What follows belongs to an exercise in optimizing a design on an open flow for small area, a short achievable clock period and few clock cycles; a production flow would make more cautious choices.
Only simulation tests tie the RTL to the original design; equivalence was not proved.
Power and IR drop assume default switching activity.

### design.v
module slida_codec (
    input  wire        clk,
    input  wire        rst,
    input  wire        req_valid,
    output wire        req_ready,
    input  wire [31:0] req_word,
    output reg         resp_valid,
    output reg  [3:0]  resp_status,
    output reg  [7:0]  resp_r0,
    output reg  [7:0]  resp_r1,
    output reg  [7:0]  resp_r2,
    output reg  [8:0]  resp_r3
);
    localparam integer RX_CAP     = 80;
    localparam integer MAX_PACKET = 64;
    localparam integer MAX_DATA   = MAX_PACKET - 4;
    localparam [3:0] ST_OK      = 4'd0;
    localparam [3:0] ST_FULL    = 4'd1;
    localparam [3:0] ST_RANGE   = 4'd2;
    localparam [3:0] ST_ENC_LEN = 4'd3;
    localparam [3:0] ST_ENC_CMD = 4'd4;
    localparam [3:0] ST_ILLEGAL = 4'd5;
    localparam [2:0] CODE_EMPTY        = 3'd0;
    localparam [2:0] CODE_INCOMPLETE   = 3'd1;
    localparam [2:0] CODE_HELD_INVALID = 3'd2;
    localparam [2:0] CODE_VALID        = 3'd3;
    localparam [2:0] CODE_RESYNC       = 3'd4;
    localparam [7:0] START  = 8'hFF;
    localparam [7:0] ESCAPE = 8'hFD;
    localparam integer O_ENC_BYTE = 0;
    localparam integer O_DEC_BYTE = 1;
    localparam integer O_RX_WRITE = 2;
    localparam integer O_RX_PEND  = 3;
    localparam integer O_RX_PEEK  = 4;
    localparam integer O_RX_RDAT  = 5;
    localparam integer O_RX_ADV   = 6;
    localparam integer O_DECODE   = 7;
    localparam integer O_SCR_READ = 8;
    localparam integer O_TX_LOAD  = 9;
    localparam integer O_ENCODE   = 10;
    localparam integer O_TX_READ  = 11;
    localparam integer O_ILLEGAL  = 12;
    function [6:0] inc80;
        input [6:0] a;
        inc80 = (a == 7'd79) ? 7'd0 : a + 7'd1;
    endfunction
    function [5:0] inc40;
        input [5:0] a;
        inc40 = (a == 6'd39) ? 6'd0 : a + 6'd1;
    endfunction
    function [6:0] sub80;
        input [6:0] a;
        input [6:0] b;
        sub80 = (a >= b) ? a - b : a + 7'd80 - b;
    endfunction
    function is_esc;
        input [7:0] x;
        is_esc = (x == START) || (x == ESCAPE);
    endfunction
    function [12:0] op_decode;
        input [7:0] o;
        begin
            op_decode = 13'd0;
            case (o)
            8'h01: op_decode[O_ENC_BYTE] = 1'b1;
            8'h02: op_decode[O_DEC_BYTE] = 1'b1;
            8'h03: op_decode[O_RX_WRITE] = 1'b1;
            8'h04: op_decode[O_RX_PEND]  = 1'b1;
            8'h05: op_decode[O_RX_PEEK]  = 1'b1;
            8'h06: op_decode[O_RX_RDAT]  = 1'b1;
            8'h07: op_decode[O_RX_ADV]   = 1'b1;
            8'h08: op_decode[O_DECODE]   = 1'b1;
            8'h09: op_decode[O_SCR_READ] = 1'b1;
            8'h0A: op_decode[O_TX_LOAD]  = 1'b1;
            8'h0B: op_decode[O_ENCODE]   = 1'b1;
            8'h0C: op_decode[O_TX_READ]  = 1'b1;
            default: op_decode[O_ILLEGAL] = 1'b1;
            endcase
        end
    endfunction
    reg  [7:0] rxe     [0:RX_CAP/2-1];    
    reg  [7:0] rxo     [0:RX_CAP/2-1];    
    reg  [7:0] scratch [0:MAX_PACKET-1];
    reg  [7:0] txdata  [0:MAX_DATA-1];
    reg  [7:0] frame   [0:MAX_DATA-1];
    reg  [6:0] head, tail, pend;
    reg  [8:0] tx_len;
    reg  [7:0] f_cmd, f_len, f_c;
    reg  [6:0] f_end;                     
    reg        q0v, q1v;
    reg [31:0] q0, q1;
    reg [12:0] oh;
    assign req_ready = !q1v;
    wire accept = req_valid && !q1v;
    wire [7:0] qa = q0[15:8];
    wire [7:0] qb = q0[23:16];
    wire [7:0] qc = q0[31:24];
    reg        m_ph;        
    reg        m_rng;       
    reg  [6:0] m_pn;        
    reg  [7:0] m_c0, m_c;   
    reg  [6:0] pf_pos;      
    reg  [6:0] pf_off;      
    reg        pb_v;        
    reg  [7:0] pb;
    reg  [6:0] pb_pos;
    reg  [6:0] p_off;       
    reg        p_fs, p_fe, p_esc, p_ovf;
    reg  [6:0] p_k;
    reg  [7:0] p_sum, p_cmd, p_len, p_b3;
    reg  [6:0] p_rect;      
    reg  [6:0] p_roff;      
    reg  [6:0] p_epos;      
    reg  [6:0] p_eoff;      
    reg  [6:0] p_d4pos;     
    wire p_done = p_fe || (p_off == pend);
    reg        e_busy;
    reg        e_par;       
    reg  [5:0] e_ie;        
    reg  [5:0] e_io;        
    reg  [6:0] e_j;
    reg  [6:0] e_k;
    wire [7:0] rx_b_e = rxe[e_ie];
    wire [7:0] rx_b_o = rxo[e_io];
    wire [7:0] e_b0   = e_par ? rx_b_o : rx_b_e;
    wire [7:0] e_b1   = e_par ? rx_b_e : rx_b_o;
    wire       e_pair = (e_b0 == ESCAPE);
    wire [7:0] e_raw  = e_pair ? e_b1 + 8'd1 : e_b0;
    reg        pvalid;      
    reg  [5:0] pm;
    reg  [7:0] psum;
    reg  [5:0] pesc;
    reg        copy_q;      
    reg        w_arm;       
    reg        w_busy;      
    reg  [7:0] w_sum;
    reg  [7:0] w_rd;        
    reg        w_last;
    reg  [5:0] w_esc;
    reg  [6:0] c_j;         
    reg  [5:0] c_fa;        
    reg        c_sec;       
    reg  [6:0] c_w;         
    reg  [7:0] c_cur;       
    wire [7:0] fr_rd = frame[c_fa];
    wire       c_isesc = (c_j != 7'd0) && is_esc(c_cur);
    wire [7:0] c_wire  = !c_isesc ? c_cur : (c_sec ? c_cur - 8'd1 : ESCAPE);
    wire [7:0] c_next  = (c_j == 7'd0) ? f_cmd :
                         (c_j == 7'd1) ? f_len :
                         (c_j == f_end) ? f_c : fr_rd;
    reg        x_retire;
    reg  [3:0] x_st;
    reg  [7:0] x_r0, x_r1, x_r2;
    reg  [8:0] x_r3;
    reg        x_rxw;           
    reg        x_tail_we;       
    reg  [6:0] x_tail;
    reg  [6:0] x_pend;
    reg        x_forced;        
    reg        x_dec;           
    reg        x_txl;           
    reg        x_enc;           
    reg        x_wstart;        
    reg        x_cadv;          
    reg        x_crst;          
    reg        x_m0;            
    wire       d_complete = p_fs && (p_k >= 7'd3) && ({1'b0, p_k} >= {1'b0, p_len} + 8'd4);
    wire       d_ok       = d_complete && (p_sum == 8'd0);
    wire       d_cz       = d_ok && (p_cmd == 8'd0);
    wire       d_valid    = d_ok && !d_cz;
    wire       d_full     = (pend == RX_CAP - 1);
    wire       en_fast = (qb == 8'd0) || (pvalid && (qb == {2'b00, pm}));
    wire [7:0] en_c0   = 8'h01 - qa - qb - ((qb == 8'd0) ? 8'd0 : psum);
    wire [5:0] en_escn = (qb == 8'd0) ? 6'd0 : pesc;
    wire [8:0] en_len  = 9'd4 + {1'b0, qb} + {3'b000, en_escn} +
                         {8'd0, is_esc(qa)} + {8'd0, is_esc(qb)} + {8'd0, is_esc(m_c)};
    wire [8:0] tr_i = {qb[0], qa};
    wire [7:0] rdat = qa % RX_CAP;
    wire [7:0] pk_s = {1'b0, tail} + qa;
    wire [7:0] pk_i = (pk_s >= RX_CAP) ? pk_s - RX_CAP : pk_s;
    wire [6:0] m_idx = oh[O_RX_PEEK] ? pk_i[6:0] : rdat[6:0];
    reg        dec_rec;
    reg  [2:0] dec_code;
    reg  [7:0] dec_cmd, dec_len;
    always @(*) begin
        x_retire  = 1'b0;
        x_st      = ST_OK;
        x_r0      = 8'd0;
        x_r1      = 8'd0;
        x_r2      = 8'd0;
        x_r3      = 9'd0;
        x_rxw     = 1'b0;
        x_tail_we = 1'b0;
        x_tail    = head;
        x_pend    = 7'd0;
        x_forced  = 1'b0;
        x_dec     = 1'b0;
        x_txl     = 1'b0;
        x_enc     = 1'b0;
        x_wstart  = 1'b0;
        x_cadv    = 1'b0;
        x_crst    = 1'b0;
        x_m0      = 1'b0;
        dec_rec   = 1'b0;
        dec_code  = CODE_EMPTY;
        dec_cmd   = 8'd0;
        dec_len   = 8'd0;
        if (q0v) begin
            if (oh[O_ENC_BYTE]) begin
                x_retire = 1'b1;
                x_r0 = is_esc(qa) ? ESCAPE : qa;
                x_r1 = is_esc(qa) ? qa - 8'd1 : 8'h00;
                x_r3 = is_esc(qa) ? 9'd2 : 9'd1;
            end
            if (oh[O_DEC_BYTE]) begin
                x_retire = 1'b1;
                x_r0 = qb[0] ? qa + 8'd1 : (qa == ESCAPE ? 8'h00 : qa);
                x_r1 = {5'd0, qa == START, !qb[0] && (qa == ESCAPE),
                        qb[0] || (qa != ESCAPE)};
            end
            if (oh[O_RX_WRITE]) begin
                if (d_full) begin
                    x_retire = 1'b1;
                    x_st     = ST_FULL;
                end else begin
                    x_retire = 1'b1;
                    x_rxw    = 1'b1;
                    x_r3     = {2'b00, pend} + 9'd1;
                end
            end
            if (oh[O_RX_PEND]) begin
                x_retire = 1'b1;
                x_r0 = {1'b0, head};
                x_r1 = {1'b0, tail};
                x_r3 = {2'b00, pend};
            end
            if (oh[O_RX_PEEK] || oh[O_RX_RDAT]) begin
                if (m_ph) begin
                    x_retire = 1'b1;
                    if (m_rng)
                        x_st = ST_RANGE;
                    else
                        x_r0 = e_b0;
                end else if (!e_busy) begin
                    x_m0 = 1'b1;
                end
            end
            if (oh[O_RX_ADV]) begin
                if (m_ph) begin
                    x_retire = 1'b1;
                    if (m_rng) begin
                        x_st = ST_RANGE;
                    end else begin
                        x_tail_we = 1'b1;
                        x_tail    = qa[6:0];
                        x_pend    = m_pn;
                        x_r3      = {2'b00, m_pn};
                    end
                end else begin
                    x_m0 = 1'b1;
                end
            end
            if (oh[O_DECODE]) begin
                if (p_done && (!e_busy || !p_fs || p_k <= 7'd4 || p_k >= e_k)) begin
                    x_retire = 1'b1;
                    x_dec    = 1'b1;
                    if (!p_fs) begin
                        dec_code = CODE_EMPTY;
                        if (d_full) begin
                            x_tail_we = 1'b1;
                            x_tail    = head;
                            x_pend    = 7'd0;
                            dec_rec   = 1'b1;
                        end
                    end else if (p_fe) begin
                        x_tail_we = 1'b1;
                        x_tail    = p_epos;
                        x_pend    = pend - p_eoff;
                        x_forced  = 1'b1;
                        dec_code  = d_valid ? CODE_VALID : CODE_RESYNC;
                        dec_cmd   = (p_k >= 7'd2) ? p_cmd : 8'h00;
                        dec_len   = (p_k >= 7'd3) ? p_len : 8'h00;
                    end else if (d_valid) begin
                        x_tail_we = 1'b1;
                        x_tail    = head;
                        x_pend    = 7'd0;
                        dec_code  = CODE_VALID;
                        dec_cmd   = p_cmd;
                        dec_len   = p_len;
                    end else begin
                        dec_code = d_complete ? CODE_HELD_INVALID : CODE_INCOMPLETE;
                        if (d_full) begin
                            dec_rec   = 1'b1;
                            x_tail_we = 1'b1;
                            x_tail    = p_rect;
                            x_pend    = pend - p_roff;
                        end
                    end
                    x_r0 = dec_cmd;
                    x_r1 = dec_len;
                    x_r2 = {1'b0, d_cz, dec_rec, p_ovf, p_fe, dec_code};
                    x_r3 = {2'b00, p_k};
                end
            end
            if (oh[O_SCR_READ]) begin
                if (qa >= MAX_PACKET) begin
                    x_retire = 1'b1;
                    x_st     = ST_RANGE;
                end else if (!e_busy || {1'b0, qa[5:0]} < e_j || {1'b0, qa[5:0]} >= e_k) begin
                    x_retire = 1'b1;
                    x_r0     = scratch[qa[5:0]];
                end
            end
            if (oh[O_TX_LOAD]) begin
                x_retire = 1'b1;
                if (qa >= MAX_DATA)
                    x_st = ST_RANGE;
                else
                    x_txl = 1'b1;
            end
            if (oh[O_ENCODE]) begin
                if (qa == 8'h00) begin
                    x_retire = 1'b1;
                    x_st     = ST_ENC_CMD;
                end else if (qb > MAX_DATA) begin
                    x_retire = 1'b1;
                    x_st     = ST_ENC_LEN;
                end else if (m_ph) begin
                    x_retire = 1'b1;
                    x_enc    = 1'b1;
                    x_r0     = m_c;
                    x_r1     = m_c0;
                    x_r3     = en_len;
                end else if (en_fast) begin
                    x_m0 = 1'b1;
                end else if (!w_arm && !w_busy) begin
                    x_wstart = 1'b1;
                end
            end
            if (oh[O_TX_READ]) begin
                if (tr_i >= tx_len) begin
                    x_retire = 1'b1;
                    x_st     = ST_RANGE;
                end else if (tr_i == {2'b00, c_w}) begin
                    x_retire = 1'b1;
                    x_r0     = c_wire;
                    x_cadv   = 1'b1;
                end else if (tr_i < {2'b00, c_w}) begin
                    x_crst = 1'b1;
                end else begin
                    x_cadv = 1'b1;
                end
            end
            if (oh[O_ILLEGAL]) begin
                x_retire = 1'b1;
                x_st     = ST_ILLEGAL;
            end
        end
    end
    integer i;
    always @(posedge clk) begin
        if (x_rxw && !head[0])
            rxe[head[6:1]] <= qa;
        if (x_rxw && head[0])
            rxo[head[6:1]] <= qa;
        if (x_txl)
            txdata[qa[5:0]] <= qb;
        if (copy_q)
            for (i = 0; i < MAX_DATA; i = i + 1)
                frame[i] <= txdata[i];
    end
    genvar g;
    generate
        for (g = 0; g < MAX_PACKET; g = g + 1) begin : SCR
            always @(posedge clk) begin
                if (g == 0 && x_dec && p_fs)
                    scratch[g] <= START;
                else if (g == 1 && x_dec && p_k >= 7'd2)
                    scratch[g] <= p_cmd;
                else if (g == 2 && x_dec && p_k >= 7'd3)
                    scratch[g] <= p_len;
                else if (g == 3 && x_dec && p_k >= 7'd4)
                    scratch[g] <= p_b3;
                else if (g >= 4 && e_busy && e_j == g)
                    scratch[g] <= e_raw;
            end
        end
    endgenerate
    wire x_fire = q0v && x_retire;
    wire       p_byp  = x_rxw && !pb_v && !p_fe && (pf_off == pend);
    wire [7:0] px     = p_byp ? qa : pb;
    wire [6:0] ppos   = p_byp ? head : pb_pos;
    wire       pv     = p_byp || pb_v;
    wire       p_has  = p_esc || (px != ESCAPE);
    wire [7:0] p_raw  = p_esc ? px + 8'd1 : px;
    wire       p_insum = (p_k <= 7'd3) || ({1'b0, p_k} <= {1'b0, p_len} + 8'd3);
    always @(posedge clk) begin
        if (rst) begin
            q0v        <= 1'b0;
            q1v        <= 1'b0;
            resp_valid <= 1'b0;
            head       <= 7'd0;
            tail       <= 7'd0;
            pend       <= 7'd0;
            tx_len     <= 9'd0;
            pf_pos     <= 7'd0;
            pf_off     <= 7'd0;
            pb_v       <= 1'b0;
            p_off      <= 7'd0;
            p_fs       <= 1'b0;
            p_fe       <= 1'b0;
            p_esc      <= 1'b0;
            p_ovf      <= 1'b0;
            p_k        <= 7'd0;
            p_sum      <= 8'd0;
            e_busy     <= 1'b0;
            pvalid     <= 1'b0;
            copy_q     <= 1'b0;
            w_arm      <= 1'b0;
            w_busy     <= 1'b0;
            c_j        <= 7'd0;
            c_fa       <= 6'd62;
            c_sec      <= 1'b0;
            c_w        <= 7'd0;
            c_cur      <= START;
            m_ph       <= 1'b0;
        end else begin
            if (!q0v || x_fire) begin
                if (q1v) begin
                    q0  <= q1;
                    oh  <= op_decode(q1[7:0]);
                    q0v <= 1'b1;
                    q1v <= 1'b0;
                end else begin
                    q0  <= req_word;
                    oh  <= op_decode(req_word[7:0]);
                    q0v <= accept;
                end
            end else if (accept) begin
                q1  <= req_word;
                q1v <= 1'b1;
            end
            resp_valid  <= x_fire;
            resp_status <= x_st;
            resp_r0     <= x_r0;
            resp_r1     <= x_r1;
            resp_r2     <= x_r2;
            resp_r3     <= x_r3;
            if (x_m0) begin
                m_ph  <= 1'b1;
                m_rng <= oh[O_RX_PEEK] ? (qa >= {1'b0, pend}) :
                         oh[O_RX_ADV]  ? (qa >= RX_CAP || {1'b0, sub80(qa[6:0], tail)} > {1'b0, pend}) :
                         1'b0;
                m_pn  <= sub80(head, qa[6:0]);
                m_c0  <= en_c0;
                m_c   <= en_c0 + qc;
            end else if (x_fire) begin
                m_ph <= 1'b0;
            end
            if (x_rxw) begin
                head <= inc80(head);
                pend <= pend + 7'd1;
            end
            if (x_tail_we) begin
                tail <= x_tail;
                pend <= x_pend;
            end
            if (x_tail_we) begin
                pb_v  <= 1'b0;
                p_fe  <= 1'b0;
                p_esc <= 1'b0;
                p_ovf <= 1'b0;
                if (x_forced) begin
                    pf_pos <= inc80(x_tail);
                    pf_off <= 7'd1;
                    p_off  <= 7'd1;
                    p_fs   <= 1'b1;
                    p_k    <= 7'd1;
                    p_sum  <= START;
                    p_rect <= inc80(x_tail);
                    p_roff <= 7'd1;
                end else begin
                    pf_pos <= x_tail;
                    pf_off <= 7'd0;
                    p_off  <= 7'd0;
                    p_fs   <= 1'b0;
                    p_k    <= 7'd0;
                    p_sum  <= 8'd0;
                end
            end else begin
                if (p_byp) begin
                    pf_pos <= inc80(pf_pos);
                    pf_off <= pf_off + 7'd1;
                    pb_v   <= 1'b0;
                end else if (!p_fe && pf_off != pend) begin
                    pb     <= pf_pos[0] ? rxo[pf_pos[6:1]] : rxe[pf_pos[6:1]];
                    pb_pos <= pf_pos;
                    pf_pos <= inc80(pf_pos);
                    pf_off <= pf_off + 7'd1;
                    pb_v   <= 1'b1;
                end else begin
                    pb_v   <= 1'b0;
                end
                if (pv && !p_fe) begin
                    p_off <= p_off + 7'd1;
                    if (!p_fs) begin
                        if (px == START) begin
                            p_fs   <= 1'b1;
                            p_k    <= 7'd1;
                            p_esc  <= 1'b0;
                            p_sum  <= START;
                            p_rect <= (p_off == 7'd0) ? inc80(ppos) : ppos;
                            p_roff <= (p_off == 7'd0) ? 7'd1 : p_off;
                        end
                    end else if (px == START) begin
                        p_fe   <= 1'b1;
                        p_epos <= ppos;
                        p_eoff <= p_off;
                    end else begin
                        p_esc <= !p_esc && (px == ESCAPE);
                        if (p_has) begin
                            if (p_k < MAX_PACKET) begin
                                p_k <= p_k + 7'd1;
                                if (p_k == 7'd1)
                                    p_cmd <= p_raw;
                                if (p_k == 7'd2)
                                    p_len <= p_raw;
                                if (p_k == 7'd3) begin
                                    p_b3    <= p_raw;
                                    p_d4pos <= inc80(ppos);
                                end
                                if (p_insum)
                                    p_sum <= p_sum + p_raw;
                            end else begin
                                p_ovf <= 1'b1;
                            end
                        end
                    end
                end
            end
            if (x_dec && p_k > 7'd4) begin
                e_busy <= 1'b1;
                e_par  <= p_d4pos[0];
                e_io   <= p_d4pos[6:1];
                e_ie   <= p_d4pos[0] ? inc40(p_d4pos[6:1]) : p_d4pos[6:1];
                e_j    <= 7'd4;
                e_k    <= p_k;
            end else if (x_m0 && (oh[O_RX_PEEK] || oh[O_RX_RDAT])) begin
                e_par  <= m_idx[0];
                e_io   <= m_idx[6:1];
                e_ie   <= m_idx[0] ? inc40(m_idx[6:1]) : m_idx[6:1];
            end else if (e_busy) begin
                if (e_pair) begin
                    e_ie <= inc40(e_ie);
                    e_io <= inc40(e_io);
                end else begin
                    e_par <= !e_par;
                    if (e_par)
                        e_io <= inc40(e_io);
                    else
                        e_ie <= inc40(e_ie);
                end
                e_j <= e_j + 7'd1;
                if (e_j + 7'd1 == e_k)
                    e_busy <= 1'b0;
            end
            if (x_txl) begin
                if (qa == 8'd0) begin
                    pvalid <= 1'b1;
                    pm     <= 6'd1;
                    psum   <= qb;
                    pesc   <= {5'd0, is_esc(qb)};
                end else if (pvalid && qa[5:0] == pm) begin
                    pm   <= pm + 6'd1;
                    psum <= psum + qb;
                    pesc <= pesc + {5'd0, is_esc(qb)};
                end else if (qa[5:0] < pm) begin
                    pvalid <= 1'b0;
                end
            end
            copy_q <= x_enc || x_wstart;
            if (x_wstart) begin
                w_arm <= 1'b1;
            end else if (w_arm) begin
                w_arm  <= 1'b0;
                w_busy <= 1'b1;
                w_sum  <= 8'd0;
                w_esc  <= 6'd0;
                w_rd   <= 8'd0;
                w_last <= 1'b0;
            end else if (w_busy) begin
                w_rd   <= fr_rd;
                w_last <= ({2'b00, c_fa} + 8'd1 == qb);
                w_sum  <= w_sum + w_rd;
                w_esc  <= w_esc + {5'd0, is_esc(w_rd)};
                if (w_last) begin
                    w_busy <= 1'b0;
                    pvalid <= 1'b1;
                    pm     <= qb[5:0];
                    psum   <= w_sum + w_rd;
                    pesc   <= w_esc + {5'd0, is_esc(w_rd)};
                end
            end
            if (x_enc) begin
                f_cmd  <= qa;
                f_len  <= qb;
                f_c    <= m_c;
                f_end  <= qb[6:0] + 7'd2;
                tx_len <= en_len;
            end
            if (x_wstart) begin
                c_fa <= 6'd0;
            end else if (w_busy) begin
                c_fa <= c_fa + 6'd1;
            end else if (x_enc || x_crst) begin
                c_j   <= 7'd0;
                c_fa  <= 6'd62;
                c_sec <= 1'b0;
                c_w   <= 7'd0;
                c_cur <= START;
            end else if (x_cadv) begin
                c_w <= c_w + 7'd1;
                if (c_isesc && !c_sec) begin
                    c_sec <= 1'b1;
                end else begin
                    c_sec <= 1'b0;
                    c_j   <= c_j + 7'd1;
                    c_fa  <= c_fa + 6'd1;
                    c_cur <= c_next;
                end
            end
        end
    end
endmodule
### run.sh
#!/bin/bash
# synth_recipe.tcl (not shown) runs the flow's synth.tcl, then flattens the netlist and writes it again
# the make line also repeats each setting of config.mk as NAME=value (left out here)
make -C /OpenROAD-flow-scripts/flow DESIGN_CONFIG=/design/flow/config.mk WORK_HOME=/design/flow/orfs CLKGATE_MAP_FILE= SYNTH_SCRIPT=/design/flow/synth_recipe.tcl finish
### config.mk
export PLATFORM = sky130hd
export DESIGN_NAME = slida_codec
export DESIGN_NICKNAME = slida_codec
export VERILOG_FILES = /design/flow/design.v
export SDC_FILE = /design/flow/constraint.sdc
export NUM_CORES = 4
export LEC_CHECK = 0
export CAP_MARGIN = 30
export CORE_MARGIN = 2
export CORE_UTILIZATION = 40
export PLACE_DENSITY = 0.6
export SETUP_SLACK_MARGIN = 5
export SLEW_MARGIN = 30
### constraint.sdc
create_clock -name core_clock -period 10.0 [get_ports {clk}]
set_input_delay 2.0000 -clock core_clock [delete_from_list [all_inputs] [get_ports {clk}]]
set_output_delay 2.0000 -clock core_clock [all_outputs]
set_load 0.01 [all_outputs]
==> flow_summary.toml <==
[clocking]
clockRootBuffer = "sky130_fd_sc_hd__clkbuf_16"
ctsLongestPathBuffers = 4
cts.clk_slew.worst_paths_ps = 60
tritoncts = "done"
cts_made_buffers = 279
cts.htree.levels = 5
clkLatencyLatePin_ps = 860
clock-sinks = 2546

[worst_setup_path]
cpLargestDelayFamily = "simple AND/OR/NAND/NOR gates"
critPathMaxStageDelay_ps = 780
list_of_cells_traversed_by_the_critical_path = "buf_16, mux4_2, nor2b_1, a211oi_1, a211oi_1, mux2i_1, nor4_1, o21ai_1, nor2_1, nor2_1, or4_4"
depth_of_the_most_critical_reg_to_reg_path = 11
critical_path_depth = 11
worst-setup-path-type = "reg -> reg"
crit_required_ps = 10580
slowest_stage = "sky130_fd_sc_hd__nor2_1"
cp.arrival_ps = 5610
crit_buf_inv = 1
critical_path.startpoint_type = "flip-flop"
crit_fanout = 47
setup.worst_path.end_class = "flip-flop"

[yosys]
yosysWarningCount = 3
synth_top_flop_cell = "sky130_fd_sc_hd__edfxtp_1"
synth-seq-area-share_pct = 67.48
synth_area_leader_cell = "sky130_fd_sc_hd__edfxtp_1"
yosys.area.top_type_share_pct = 64.96
ys_top_cells_by_area = "sky130_fd_sc_hd__edfxtp_1 (65%), sky130_fd_sc_hd__mux4_2 (6.3%), sky130_fd_sc_hd__nand3_1 (2.7%), sky130_fd_sc_hd__dfxtp_1 (2.5%), sky130_fd_sc_hd__ha_1 (2.4%)"
asyncSetResetFlopFracSynth_pct = 0
syn_area_per_cell_um2 = 14.73
synth_edf_count = 2406
netlist_instances = 7550
postSynthRegisterBits = 2546
mappedNetlistArea_um2 = 111200
netlist-cell-type-count = 98

[layout]
synthToLayoutAreaGrowth_pct = 14.29
fillerInstances = 24120
final_design_area_no_fill_um2 = 127100
layout.cells.most_common_list = "sky130_fd_sc_hd__edfxtp_1 (2406), sky130_fd_sc_hd__nand3_1 (586), sky130_fd_sc_hd__nor2_1 (497)"
post_route_cells_drive_above_1_share_pct = 16.22
design.final.nets = 8064
layout.cells.most_common = "sky130_fd_sc_hd__edfxtp_1"
seq_area_um2 = 75080
multi_input_area_um2 = 34680

[timing]
timing_hold_violations_final = 0
grt_setup_unrepaired = "yes"
layout_worst_path_cycle_share_pct = 50.32
slew-limit-headroom_pct = 24.18
count_of_pins_over_their_slew_limit = 0
whs_ps = 367.0
setup_total_negative_slack_ps = 0
finalClockSkew_ps = 71.05
final_setup_violations = 0
worst-slew-pin-transition_ps = 1127
timing.final.crit_period_ps = 5032
max_freq_ghz = 0.1987

[run_status]
run_status = "finished clean"

[floorplanning]
fp-row-count = 193
floorplan.core_area_um2 = 276500
initial_core_utilization_pct = 40.23
dieWidth_um = 531.3
die-area_um2 = 282300
floorplan.io_pins = 74
die_h_um = 531.3

[place]
numPortBuffers = 71
place_hpwl_um = 237800
gp_congestion = 0.9632
detailed_place.area_um2 = 117500

[pwr]
power_density_nw_per_um2 = 192.7
peak_vdd_ir_uv = 139.1
cellLeakagePower_uw = 0.04117

[routing]
antenna_violating_nets_post_route = 0
drc = 0
totalWireLength_um = 369200
via_count = 72220
drt_first_iter_violations = 10410
drt_pre_antenna_iters = 6
post_drt_wl_per_cell_um = 31.54
avgViaCountPerCell = 6.169

[global_routing]
largest_net_degree_at_the_start_of_global_routing = 191
initial_antenna_violation_count = 11
overflow = 0
grt_usage_pct = 25.21
via_count_of_the_first_global_routing_pass = 69640
global_route_wire_length_before_repair_um = 516500

[worst_hold_path]
worstHoldPathCells = 0
timing.hold.worst.class = "reg -> reg"

[flow_run]
cap_viol_max_count = 0
[state kept, by name, summed over array words and instances (netlist names), 9 cells and up, named ones only]
register and cells:
scratch 504, frame 480, txdata 480, rxe 320, rxo 320, q1 32
q0 24, oh 13, resp_r3 9, tx_len 9
[final timing paths]
| check | end | slack [ps] | start |
|---|---|---|---|
| worst max-delay path | scratch[26][7] | 4970 | flip-flop |
| worst min-delay path | frame[23][4] | 370 | txdata[23][4] |
| worst min register to register | frame[23][4] | 370 | txdata[23][4] |
| worst max register to register | scratch[26][7] | 4970 | flip-flop |
[synthesized netlist by cell type (39+ instances only)]
library cell,count
sky130_fd_sc_hd__edfxtp_1,2406
sky130_fd_sc_hd__nor2_1,612
sky130_fd_sc_hd__nand3_1,596
sky130_fd_sc_hd__nand2_1,360
sky130_fd_sc_hd__mux4_2,312
sky130_fd_sc_hd__clkbuf_1,295
sky130_fd_sc_hd__a22oi_1,251
sky130_fd_sc_hd__a21oi_1,221
sky130_fd_sc_hd__ha_1,215
sky130_fd_sc_hd__inv_1,195
sky130_fd_sc_hd__nand4_1,191
sky130_fd_sc_hd__o21ai_0,182
sky130_fd_sc_hd__mux2i_1,170
sky130_fd_sc_hd__xnor2_1,141
sky130_fd_sc_hd__dfxtp_1,140
sky130_fd_sc_hd__nor3_1,102
sky130_fd_sc_hd__xor2_1,79
sky130_fd_sc_hd__a211oi_1,70
sky130_fd_sc_hd__mux2_2,67
sky130_fd_sc_hd__buf_1,65
sky130_fd_sc_hd__nor4_1,61
sky130_fd_sc_hd__nor2b_1,57
sky130_fd_sc_hd__nand2b_1,40
sky130_fd_sc_hd__o22ai_1,40
sky130_fd_sc_hd__a22o_1,39
[worst register-to-register path, cell delays in order (launching register included)]
cell	delay, ps
sky130_fd_sc_hd__dfxtp_4	400
sky130_fd_sc_hd__buf_16	290
sky130_fd_sc_hd__mux4_2	650
sky130_fd_sc_hd__nor2b_1	140
sky130_fd_sc_hd__a211oi_1	530
sky130_fd_sc_hd__a211oi_1	220
sky130_fd_sc_hd__mux2i_1	480
sky130_fd_sc_hd__nor4_1	140
sky130_fd_sc_hd__o21ai_1	410
sky130_fd_sc_hd__nor2_1	140
sky130_fd_sc_hd__nor2_1	780
sky130_fd_sc_hd__or4_4	570
[stage by stage]
stage / util (%) / total power [µW] / setup WS [ps] / cells
final: 45.98 / 24500 / 4968 / 11710
after global routing: 45.97 / 25160 / 4777 / 11700
after CTS: 45.78 / 24550 / 4892 / 11680
after detailed placement: 42.51 / 14600 / 4346 / 11180
after global placement: 42.39 / 14570 / 3716 / 11170
after floorplan: - / 13700 / 4991 / 7552
[cells by family (layout without fill, tap and decap cells)]
kind of cell | Yosys count | in the layout | share of synthesized area, %
AO/OA/AOI/OAI | 1157 | 1157 | 7.148
XOR/XNOR | 220 | 220 | 1.732
adder cells (fa/ha/maj) | 245 | 245 | 2.959
buffers and inverters | 603 | 1043 | 2.208
flip-flops | 2546 | 2546 | 67.48
multiplexers | 565 | 565 | 8.843
other | 1 | 9 | 0.003372
AND/OR/NAND/NOR | 2213 | 2216 | 9.629
[layer usage]
| layer | vias up | share of wire [%] | global-route usage (%) |
|---|---|---|---|
| li1 | 30200 | - | - |
| met1 | 36940 | 39 | 33.97 |
| met2 | 4183 | 46 | 40.15 |
| met3 | 886 | 9.3 | 4.466 |
| met4 | 8 | 5.1 | 10.87 |
| met5 | - | 0.015 | 0 |
[where the power goes]
part	switching (µW)	internal, µW	total, µW
Clock	4270	5770	10000
Combinational	1500	974	2480
Sequential	170	11800	12000
Total	5950	18600	24500
[final cells by class]
class	instances	area share [%]
Sequential cell	2546	59.06
Multi-Input combinational cell	4406	27.28
Clock buffer	357	5.862
Tap cell	3705	3.647
Timing Repair Buffer	348	2.483
Clock inverter	135	1.039
Inverter	202	0.6034
Antenna cell	6	0.01181
Timing Repair inverter	1	0.005906
[repair_timing]
action	in CTS	in global routing
endpoints found under the setup margin	612	526
setup buffers	9	11
gates cloned	3	3
resized for setup	31	55
hold buffers	0	0
pin swaps	3	8
Testbench counts, summed over its fixed seeds: cycles 26,120.

-- static timing again, ports no longer ideal --
The flow's constraints put no driver on any port. The routed layout listed below was extracted and timed again, unchanged, in two steps. Step 1 assumes that a clkbuf_16 drives the clock port and a buf_2 every other input. Step 2, shift: input delay + t, output delay - t, t = (earliest + latest rising clock arrival at the registers) / 2. This alone moves slack from input paths to output paths. Slacks: ideal / step 1 / step 2; pairs: ideal / step 1.
t (ns): 0.926
slack for setup (ns): 4.968 / 4.968 / 4.968
hold slack, ns: 0.367 / 0.367 / 0.367
After both steps this run still meets setup and hold. The setup slack of this run moves by 0.000 ns with the drivers and by 0.000 ns with both steps.
